Source: an optimization exercise on an open RTL-to-GDS flow (aim: small area, a short achievable clock period and few clock cycles per item). Production flows keep margins and buffers that such runs may drop.
Power is estimated from default activity; no workload was simulated.

==> flow/design.v <==
module netblk_rx (
    input  wire        clk,
    input  wire        rst,
    input  wire        in_valid,
    output wire        in_ready,
    input  wire [31:0] in_data,
    input  wire [2:0]  in_nbytes,    
    input  wire        in_last,
    output wire        res_valid,
    input  wire        res_ready,
    output reg  [2:0]  res_kind,
    output reg  [31:0] res_src,
    output reg  [7:0]  res_type,
    output reg  [15:0] res_id,
    output reg  [15:0] res_seq,
    output reg  [10:0] res_dlen,
    output reg  [1:0]  res_rstat,
    output reg  [15:0] res_ip_csum,
    output reg  [15:0] res_icmp_csum
);
    localparam [10:0] CNT0 = 11'd2020;    
    reg        rdy;        
    reg        v1;
    reg [31:0] d1;
    reg [2:0]  nb1;
    reg        l1;
    reg        done;       
    reg        np;         
    assign in_ready  = rdy;
    assign res_valid = done;
    wire accept = in_valid && rdy;
    wire take   = done && res_ready;
    wire c2     = v1 && (!done || res_ready);    
    wire v1_next   = (v1 && !c2) || accept;
    wire done_next = (c2 && l1) || (done && !res_ready);
    always @(posedge clk) begin
        if (rst) begin
            rdy  <= 1'b1;
            v1   <= 1'b0;
            done <= 1'b0;
            np   <= 1'b1;
        end else begin
            if (c2)
                np <= l1;
            rdy  <= !(done_next && v1_next);
            v1   <= v1_next;
            done <= done_next;
        end
    end
    always @(posedge clk) begin
        if (accept) begin
            d1  <= in_data;
            nb1 <= in_nbytes;
            l1  <= in_last;
        end
    end
    reg        icmp;       
    reg [31:0] w;
    always @(*) begin
        case (nb1)
            3'd0:    w = 32'h0000_0000;
            3'd1:    w = d1 & 32'hFF00_0000;
            3'd2:    w = d1 & 32'hFFFF_0000;
            3'd3:    w = d1 & 32'hFFFF_FF00;
            default: w = d1;
        endcase
    end
    wire [10:0] kb    = np ? CNT0 : res_dlen;
    wire [8:0]  kk    = kb[10:2];                   
    wire        at2   = (kk == 9'd507);
    wire        at3   = (kk == 9'd508);
    wire        at4   = (kk == 9'd509);
    wire        at5   = (kk == 9'd510);
    wire        at6   = (kk == 9'd511);
    wire        data  = !(kb[10] && kb[9]);         
    wire [10:0] cnt_n = kb + {8'd0, nb1};
    wire        neg   = cnt_n[10] & cnt_n[9];       
    wire        lt20  = neg && (cnt_n[10:3] != 8'hFF);
    wire        big   = !neg && (cnt_n > 11'd1472);  
    wire        ge3     = icmp && !neg;
    wire        is_req  = ge3 && (res_type == 8'd8);
    wire        src_lb  = (res_src[31:24] == 8'd127);
    wire        send_ok = is_req && !big && src_lb;
    wire        last    = l1;
    wire [15:0] abase = data ? res_icmp_csum : 16'd0;
    wire [17:0] as    = {2'd0, abase} + {2'd0, w[31:16]} + {2'd0, w[15:0]};
    wire [16:0] ax    = {1'b0, as[15:0]} + {15'd0, as[17:16]};
    wire [15:0] af    = ax[16] ? {ax[15:2], ax[1:0] + 2'd1} : ax[15:0];
    wire [17:0] is0   = 18'h00417 + {2'd0, res_src[31:16]} + {2'd0, res_src[15:0]};
    wire [16:0] ix0   = {1'b0, is0[15:0]} + {15'd0, is0[17:16]};
    wire [15:0] if0   = ix0[16] ? {ix0[15:2], ix0[1:0] + 2'd1} : ix0[15:0];
    wire [16:0] ix1   = {1'b0, res_ip_csum} + {14'd0, nb1};
    wire [15:0] if1   = ix1[16] ? {ix1[15:3], ix1[2:0] + 3'd1} : ix1[15:0];
    always @(posedge clk) begin
        if (c2) begin
            if (at2) icmp <= (d1[23:16] == 8'd1);
            if (last && lt20)      res_src <= 32'd0;
            else if (at3)          res_src <= d1;
            if (last && !ge3)      res_type <= 8'd0;
            else if (at5)          res_type <= d1[31:24];
            if (last && !ge3) begin
                res_id  <= 16'd0;
                res_seq <= 16'd0;
            end else if (at6) begin
                res_id  <= d1[31:16];
                res_seq <= d1[15:0];
            end
            res_dlen <= (last && !ge3) ? 11'd0 : cnt_n;
            if (last)              res_icmp_csum <= send_ok ? ~af : 16'd0;
            else                   res_icmp_csum <= af;
            if (last)              res_ip_csum <= send_ok ? ~if1 : 16'd0;
            else if (at4)          res_ip_csum <= if0;
            else                   res_ip_csum <= if1;
            if (last) begin
                res_kind  <= lt20                   ? 3'd0 :
                             !icmp                  ? 3'd1 :
                             neg                    ? 3'd2 :
                             (res_type == 8'd8)     ? 3'd3 :
                             (res_type == 8'd0)     ? 3'd4 : 3'd5;
                res_rstat <= !is_req ? 2'd0 :
                             big     ? 2'd2 :
                             !src_lb ? 2'd1 : 2'd0;
            end
        end
    end
endmodule
export LEC_CHECK = 0
export CAP_MARGIN = 20
export CORE_AREA = 5 5 205 205
export DIE_AREA = 0 0 210 210
export SLEW_MARGIN = 20
create_clock -name core_clock -period 12.0 [get_ports {clk}]
standard.sh (not shown) runs the stock make flow with config.mk's settings and CLKGATE_MAP_FILE= SYNTH_SCRIPT=/design/flow/synth_recipe.tcl, a recipe that flattens the netlist after the stock synthesis.
==> flow/flow/run.sh <==
#!/bin/bash
# Standard synthesis, then the standard layout with plain buf_1 port buffers
# instead of the delay buffers buffer_ports picks by default.
set -euo pipefail
bash standard.sh synth > synth.log 2>&1
bash standard.sh BUFFER_PORTS_ARGS="-buffer_cell sky130_fd_sc_hd__buf_1" finish > layout.log 2>&1
Change:
--- a/flow/design.v
+++ b/flow/design.v
@@ -45,14 +45,14 @@
             rdy  <= !(done_next && v1_next);
             v1   <= v1_next;
             done <= done_next;
         end
     end
     always @(posedge clk) begin
+        d1 <= in_data;
         if (accept) begin
-            d1  <= in_data;
             nb1 <= in_nbytes;
             l1  <= in_last;
         end
     end
     reg        icmp;       
     reg [31:0] w;
@@ -79,20 +79,19 @@
     wire        big   = !neg && (cnt_n > 11'd1472);  
     wire        ge3     = icmp && !neg;
     wire        is_req  = ge3 && (res_type == 8'd8);
     wire        src_lb  = (res_src[31:24] == 8'd127);
     wire        send_ok = is_req && !big && src_lb;
     wire        last    = l1;
-    wire [15:0] abase = data ? res_icmp_csum : 16'd0;
+    wire [15:0] abase = at3  ? 16'h0413 :
+                        data ? res_icmp_csum : 16'd0;
     wire [17:0] as    = {2'd0, abase} + {2'd0, w[31:16]} + {2'd0, w[15:0]};
     wire [16:0] ax    = {1'b0, as[15:0]} + {15'd0, as[17:16]};
     wire [15:0] af    = ax[16] ? {ax[15:2], ax[1:0] + 2'd1} : ax[15:0];
-    wire [17:0] is0   = 18'h00417 + {2'd0, res_src[31:16]} + {2'd0, res_src[15:0]};
-    wire [16:0] ix0   = {1'b0, is0[15:0]} + {15'd0, is0[17:16]};
-    wire [15:0] if0   = ix0[16] ? {ix0[15:2], ix0[1:0] + 2'd1} : ix0[15:0];
-    wire [16:0] ix1   = {1'b0, res_ip_csum} + {14'd0, nb1};
+    wire [15:0] ibase = at4 ? res_icmp_csum : res_ip_csum;
+    wire [16:0] ix1   = {1'b0, ibase} + {14'd0, nb1};
     wire [15:0] if1   = ix1[16] ? {ix1[15:3], ix1[2:0] + 3'd1} : ix1[15:0];
     always @(posedge clk) begin
         if (c2) begin
             if (at2) icmp <= (d1[23:16] == 8'd1);
             if (last && lt20)      res_src <= 32'd0;
             else if (at3)          res_src <= d1;
@@ -106,13 +105,12 @@
                 res_seq <= d1[15:0];
             end
             res_dlen <= (last && !ge3) ? 11'd0 : cnt_n;
             if (last)              res_icmp_csum <= send_ok ? ~af : 16'd0;
             else                   res_icmp_csum <= af;
             if (last)              res_ip_csum <= send_ok ? ~if1 : 16'd0;
-            else if (at4)          res_ip_csum <= if0;
             else                   res_ip_csum <= if1;
             if (last) begin
                 res_kind  <= lt20                   ? 3'd0 :
                              !icmp                  ? 3'd1 :
                              neg                    ? 3'd2 :
                              (res_type == 8'd8)     ? 3'd3 :
Wire length shrinks by about 16%.
Clock skew grows by 0.0042 ns.
Synthesized area shrinks by about 14%.
Via count shrinks by 17%.
Core utilization shrinks by 3.6 points.
No run of this note included a check of the RTL's function; only the layout flow was run.

========
== rev 12 ==
Another version of the RTL of netblk_rx (not shown whole).
Size: about 730 cells after synthesis, about 170 flip-flops, about 160 I/O pins, roughly 8500 µm² of cells after synthesis.
==> module netblk_rx, before the edit <==
module netblk_rx (
    input  wire        clk,
    input  wire        rst,
    input  wire        in_valid,
    output wire        in_ready,
    input  wire [31:0] in_data,
    input  wire [2:0]  in_nbytes,    
    input  wire        in_last,
    output wire        res_valid,
    input  wire        res_ready,
    output reg  [2:0]  res_kind,
    output reg  [31:0] res_src,
    output reg  [7:0]  res_type,
    output reg  [15:0] res_id,
    output reg  [15:0] res_seq,
    output reg  [10:0] res_dlen,
    output reg  [1:0]  res_rstat,
    output reg  [15:0] res_ip_csum,
    output reg  [15:0] res_icmp_csum
);
    localparam [10:0] CNT0 = 11'd2020;    
    function [15:0] oc_add;
        input [15:0] a;
        input [15:0] b;
        reg   [15:0] g, p, g1, p1, g2, p2, g3, p3, g4;
        integer i;
        begin
            g = a & b;
            p = a ^ b;
            for (i = 0; i < 16; i = i + 1) begin
                g1[i] = g[i]  | (p[i]  & g[(i + 15) % 16]);
                p1[i] = p[i]  & p[(i + 15) % 16];
            end
            for (i = 0; i < 16; i = i + 1) begin
                g2[i] = g1[i] | (p1[i] & g1[(i + 14) % 16]);
                p2[i] = p1[i] & p1[(i + 14) % 16];
            end
            for (i = 0; i < 16; i = i + 1) begin
                g3[i] = g2[i] | (p2[i] & g2[(i + 12) % 16]);
                p3[i] = p2[i] & p2[(i + 12) % 16];
            end
            for (i = 0; i < 16; i = i + 1)
                g4[i] = g3[i] | (p3[i] & g3[(i + 8) % 16]);
            for (i = 0; i < 16; i = i + 1)
                oc_add[i] = p[i] ^ g4[(i + 15) % 16];
        end
    endfunction
    function [15:0] oc_add3;
        input [15:0] a;
        input [15:0] b;
        input [15:0] c;
        reg   [15:0] s, y;
        begin
            s = a ^ b ^ c;
            y = (a & b) | (a & c) | (b & c);
            oc_add3 = oc_add(s, {y[14:0], y[15]});
        end
    endfunction
    reg        rdy;        
    reg        v1;
    reg [31:0] d1;
    reg [2:0]  nb1;
    reg        l1;
    reg        done;       
    reg        qv;         
    reg [7:0]  at;         
    assign in_ready  = rdy;
    assign res_valid = done;
    wire accept = in_valid && rdy;
    wire c2     = v1 && !done;                
    wire take   = done && res_ready;
    wire absorb = v1 && done && !l1 && !qv;
    wire v1_next   = (v1 && !c2 && !absorb) || accept;
    wire l1_next   = accept ? in_last : l1;
    wire qv_next   = absorb || (qv && !c2);
    wire done_next = (c2 && l1) || (done && !res_ready);
    always @(posedge clk) begin
        if (rst) begin
            rdy  <= 1'b1;
            v1   <= 1'b0;
            done <= 1'b0;
            qv   <= 1'b0;
            at   <= 8'd1;
        end else begin
            rdy  <= !(done_next && v1_next && (l1_next || qv_next));
            v1   <= v1_next;
            done <= done_next;
            qv   <= qv_next;
            if ((c2 && l1))
                at <= 8'd1;
            else if (c2 || absorb)
                at <= {at[7] | at[6], at[5:0], 1'b0};
        end
    end
    reg [31:0] in_masked;
    always @(*) begin
        case (in_nbytes)
            3'd0:    in_masked = 32'h0000_0000;
            3'd1:    in_masked = in_data & 32'hFF00_0000;
            3'd2:    in_masked = in_data & 32'hFFFF_0000;
            3'd3:    in_masked = in_data & 32'hFFFF_FF00;
            default: in_masked = in_data;
        endcase
    end
    always @(posedge clk) begin
        d1 <= in_masked;
        if (accept) begin
            nb1 <= in_nbytes;
            l1  <= in_last;
        end
    end
    reg        icmp;       
    wire [31:0] w = d1;
    wire [10:0] kb    = res_dlen;
    wire [8:0]  kk    = kb[10:2];                   
    wire        at2   = at[2];
    wire        at3   = at[3];
    wire        at4   = at[4];
    wire        at5   = at[5];
    wire        at6   = at[6];
    wire        data  = at[7];
    wire        full  = nb1[2];                     
    wire        lt20  = (|at[3:0]) || (at4 && !full);
    wire        neg   = !data && !(at6 && full);    
    wire        big   = data && (kk > 9'd368 || (kk == 9'd368 && nb1 != 3'd0));
    wire [3:0]  clo   = {1'b0, kb[2:0]} + {1'b0, nb1};
    reg  [7:0]  chi;
    integer j;
    always @(*) begin
        for (j = 0; j < 8; j = j + 1)
            chi[j] = kb[3 + j] ^ (clo[3] & (&(kb[3 +: 8] | (8'hFF << j))));
    end
    wire [10:0] cnt_n = {chi, clo[2:0]};
    wire        ge3     = icmp && !neg;
    wire        is_req  = ge3 && (res_type == 8'd8);
    wire        src_lb  = (res_src[31:24] == 8'd127);
    wire        send_ok = is_req && !big && src_lb;
    wire        last    = l1;
    wire [15:0] af    = oc_add3(res_icmp_csum, w[31:16], w[15:0]);
    wire [15:0] ibase = at4 ? res_icmp_csum : res_ip_csum;
    wire [3:0]  ilo   = {1'b0, ibase[2:0]} + {1'b0, nb1};
    reg  [12:0] ihi;
    integer m;
    always @(*) begin
        for (m = 0; m < 13; m = m + 1)
            ihi[m] = ibase[3 + m] ^ (ilo[3] & (&(ibase[3 +: 13] | (13'h1FFF << m))));
    end
    wire        icy   = ilo[3] & (&ibase[15:3]);
    wire [15:0] if1   = icy ? {13'd0, ilo[2:0] + 3'd1} : {ihi, ilo[2:0]};
    always @(posedge clk) begin
        if (c2) begin
            if (at2) icmp <= (d1[23:16] == 8'd1);
            if (last && lt20)      res_src <= 32'd0;
            else if (at3)          res_src <= d1;
            if (last && !ge3)      res_type <= 8'd0;
            else if (at5)          res_type <= d1[31:24];
            if (last && !ge3) begin
                res_id  <= 16'd0;
                res_seq <= 16'd0;
            end else if (at6) begin
                res_id  <= d1[31:16];
                res_seq <= d1[15:0];
            end
            res_dlen <= (last && !ge3) ? 11'd0 : cnt_n;
        end
        if (rst || take)
            res_dlen <= (qv_next && !rst) ? CNT0 + 11'd4 : CNT0;
        if (c2) begin
            if (last)              res_icmp_csum <= send_ok ? ~af : 16'd0;
            else if (at2)          res_icmp_csum <= 16'h0413;
            else if (at5)          res_icmp_csum <= 16'd0;
            else                   res_icmp_csum <= af;
            if (last)              res_ip_csum <= send_ok ? ~if1 : 16'd0;
            else                   res_ip_csum <= if1;
            if (last) begin
                res_kind  <= lt20                   ? 3'd0 :
                             !icmp                  ? 3'd1 :
                             neg                    ? 3'd2 :
                             (res_type == 8'd8)     ? 3'd3 :
                             (res_type == 8'd0)     ? 3'd4 : 3'd5;
                res_rstat <= !is_req ? 2'd0 :
                             big     ? 2'd2 :
                             !src_lb ? 2'd1 : 2'd0;
            end
        end
    end
endmodule
==> flow/config.mk <==
export PLATFORM = sky130hd
export DESIGN_NAME = netblk_rx
export DESIGN_NICKNAME = netblk_rx
export VERILOG_FILES = /design/flow/design.v
export SDC_FILE = /design/flow/constraint.sdc
export NUM_CORES = 4
export LEC_CHECK = 0
export CAP_MARGIN = 20
export CORE_MARGIN = 2
export CORE_UTILIZATION = 55
export CTS_BUF_LIST = sky130_fd_sc_hd__clkbuf_8
export SLEW_MARGIN = 20
==> flow/constraint.sdc <==
create_clock -name core_clock -period 12.0 [get_ports {clk}]
set_input_delay 2.4000 -clock core_clock [delete_from_list [all_inputs] [get_ports {clk}]]
set_output_delay 2.4000 -clock core_clock [all_outputs]
set_load 0.01 [all_outputs]
==> flow/flow/run.sh <==
#!/bin/bash
# Standard synthesis, then the standard layout with plain buf_1 port buffers
# instead of the delay buffers buffer_ports picks by default, and timing
# repair aiming at a setup slack of 8.45 ns.
set -euo pipefail
bash standard.sh synth > synth.log 2>&1
bash standard.sh BUFFER_PORTS_ARGS="-buffer_cell sky130_fd_sc_hd__buf_1" SETUP_SLACK_MARGIN=8.45 finish > layout.log 2>&1
The following lists how rev 13 was set up differently from rev 12:
--- a/flow/design.v
+++ b/flow/design.v
@@ -22,27 +22,32 @@
     function [15:0] oc_add;
         input [15:0] a;
         input [15:0] b;
-        reg   [15:0] g, p, g1, p1, g2, p2, g3, p3, g4;
-        integer i;
+        reg   [15:0] g, p, gg, pp, gn, pn, c;
+        integer i, l;
         begin
             g = a & b;
             p = a ^ b;
-            for (i = 0; i < 16; i = i + 1) begin
-                g1[i] = g[i]  | (p[i]  & g[(i + 15) % 16]);
-                p1[i] = p[i]  & p[(i + 15) % 16];
+            gg = g;
+            pp = p;
+            for (i = 1; i < 16; i = i + 2) begin
+                gg[i] = g[i] | (p[i] & g[i - 1]);
+                pp[i] = p[i] & p[i - 1];
             end
-            for (i = 0; i < 16; i = i + 1) begin
-                g2[i] = g1[i] | (p1[i] & g1[(i + 14) % 16]);
-                p2[i] = p1[i] & p1[(i + 14) % 16];
+            for (l = 2; l < 16; l = l * 2) begin
+                gn = gg;
+                pn = pp;
+                for (i = 1; i < 16; i = i + 2) begin
+                    gn[i] = gg[i] | (pp[i] & gg[(i + 16 - l) % 16]);
+                    pn[i] = pp[i] & pp[(i + 16 - l) % 16];
+                end
+                gg = gn;
+                pp = pn;
             end
-            for (i = 0; i < 16; i = i + 1) begin
-                g3[i] = g2[i] | (p2[i] & g2[(i + 12) % 16]);
-                p3[i] = p2[i] & p2[(i + 12) % 16];
-            end
-            for (i = 0; i < 16; i = i + 1)
-                g4[i] = g3[i] | (p3[i] & g3[(i + 8) % 16]);
-            for (i = 0; i < 16; i = i + 1)
-                oc_add[i] = p[i] ^ g4[(i + 15) % 16];
+            for (i = 0; i < 16; i = i + 2)
+                c[i] = gg[(i + 15) % 16];
+            for (i = 1; i < 16; i = i + 2)
+                c[i] = g[i - 1] | (p[i - 1] & c[i - 1]);
+            oc_add = p ^ c;
         end
     endfunction
     function [15:0] oc_add3;
## What came out
The run showing the greater worst setup slack is rev 13. Per the comparison of rev 13 with rev 12, routed wire length moved down; worst setup slack before clock tree synthesis decreased by 14 ps relative to the old numbers; number of nets in the synthesized netlist down 2.7%; cell area now sits at about the same level; critical path data arrival time -20 ps. Compared with rev 12, rev 13 shows a clock network power that is 5.9% higher. Max XOR/XNOR share of the synthesized area across rev 12 and rev 13: rev 12. When rev 13 is measured against rev 12, its area after synthesis turns out 0.62% lower. Sequential logic power essentially unchanged between rev 12 and rev 13. Diff rev 12 -> rev 13 | global-route wire length before repair | down by a few percent. Looking at rev 12 and rev 13, the area fraction in compound gates after synthesis is a wash. Core occupancy in the finished layout is lower on rev 13. In rev 13 the part of the power in combinational logic turned out 4.2 points lower than in rev 12. Having completed the whole flow, rev 13 delivered a layout that passed the timing, design-rule and antenna checks.
No functional check of the RTL was part of any run of this note.

## static timing again, ports no longer ideal
In the flow no input, the clock included, has a driving cell. The finished layouts below were timed again as built, in two steps.
Step 1 sets driving cells, clkbuf_16 on the clock port and buf_2 on the other inputs (assumed; they add their load-dependent delay and slew).
Step 2 also shifts input and output timing later by t, the mid clock arrival at the registers, as if the neighbouring blocks saw the same clock.
Slacks: no drivers / after step 1 / after step 2; pairs: no drivers / after step 1.
run | t (ns) | setup slack, ns | clock arrival spread, ns | cell pins on the clock port's net
the first run of note 1 | 0.497 | 5.452 / 5.452 / 5.452 | 0.014 / 0.014 | 1
the second run of note 1 | 0.472 | 4.875 / 4.875 / 4.875 | 0.018 / 0.018 | 1
rev 12 | 0.495 | 8.446 / 8.406 / 8.322 | 0.019 / 0.018 | 1
rev 13 | 0.502 | 8.469 / 8.429 / 8.203 | 0.013 / 0.012 | 1
After both steps every run listed still meets setup and hold. The setup slack of rev 13, which loses most, moves by -0.040 ns with the drivers and by -0.266 ns with both steps.
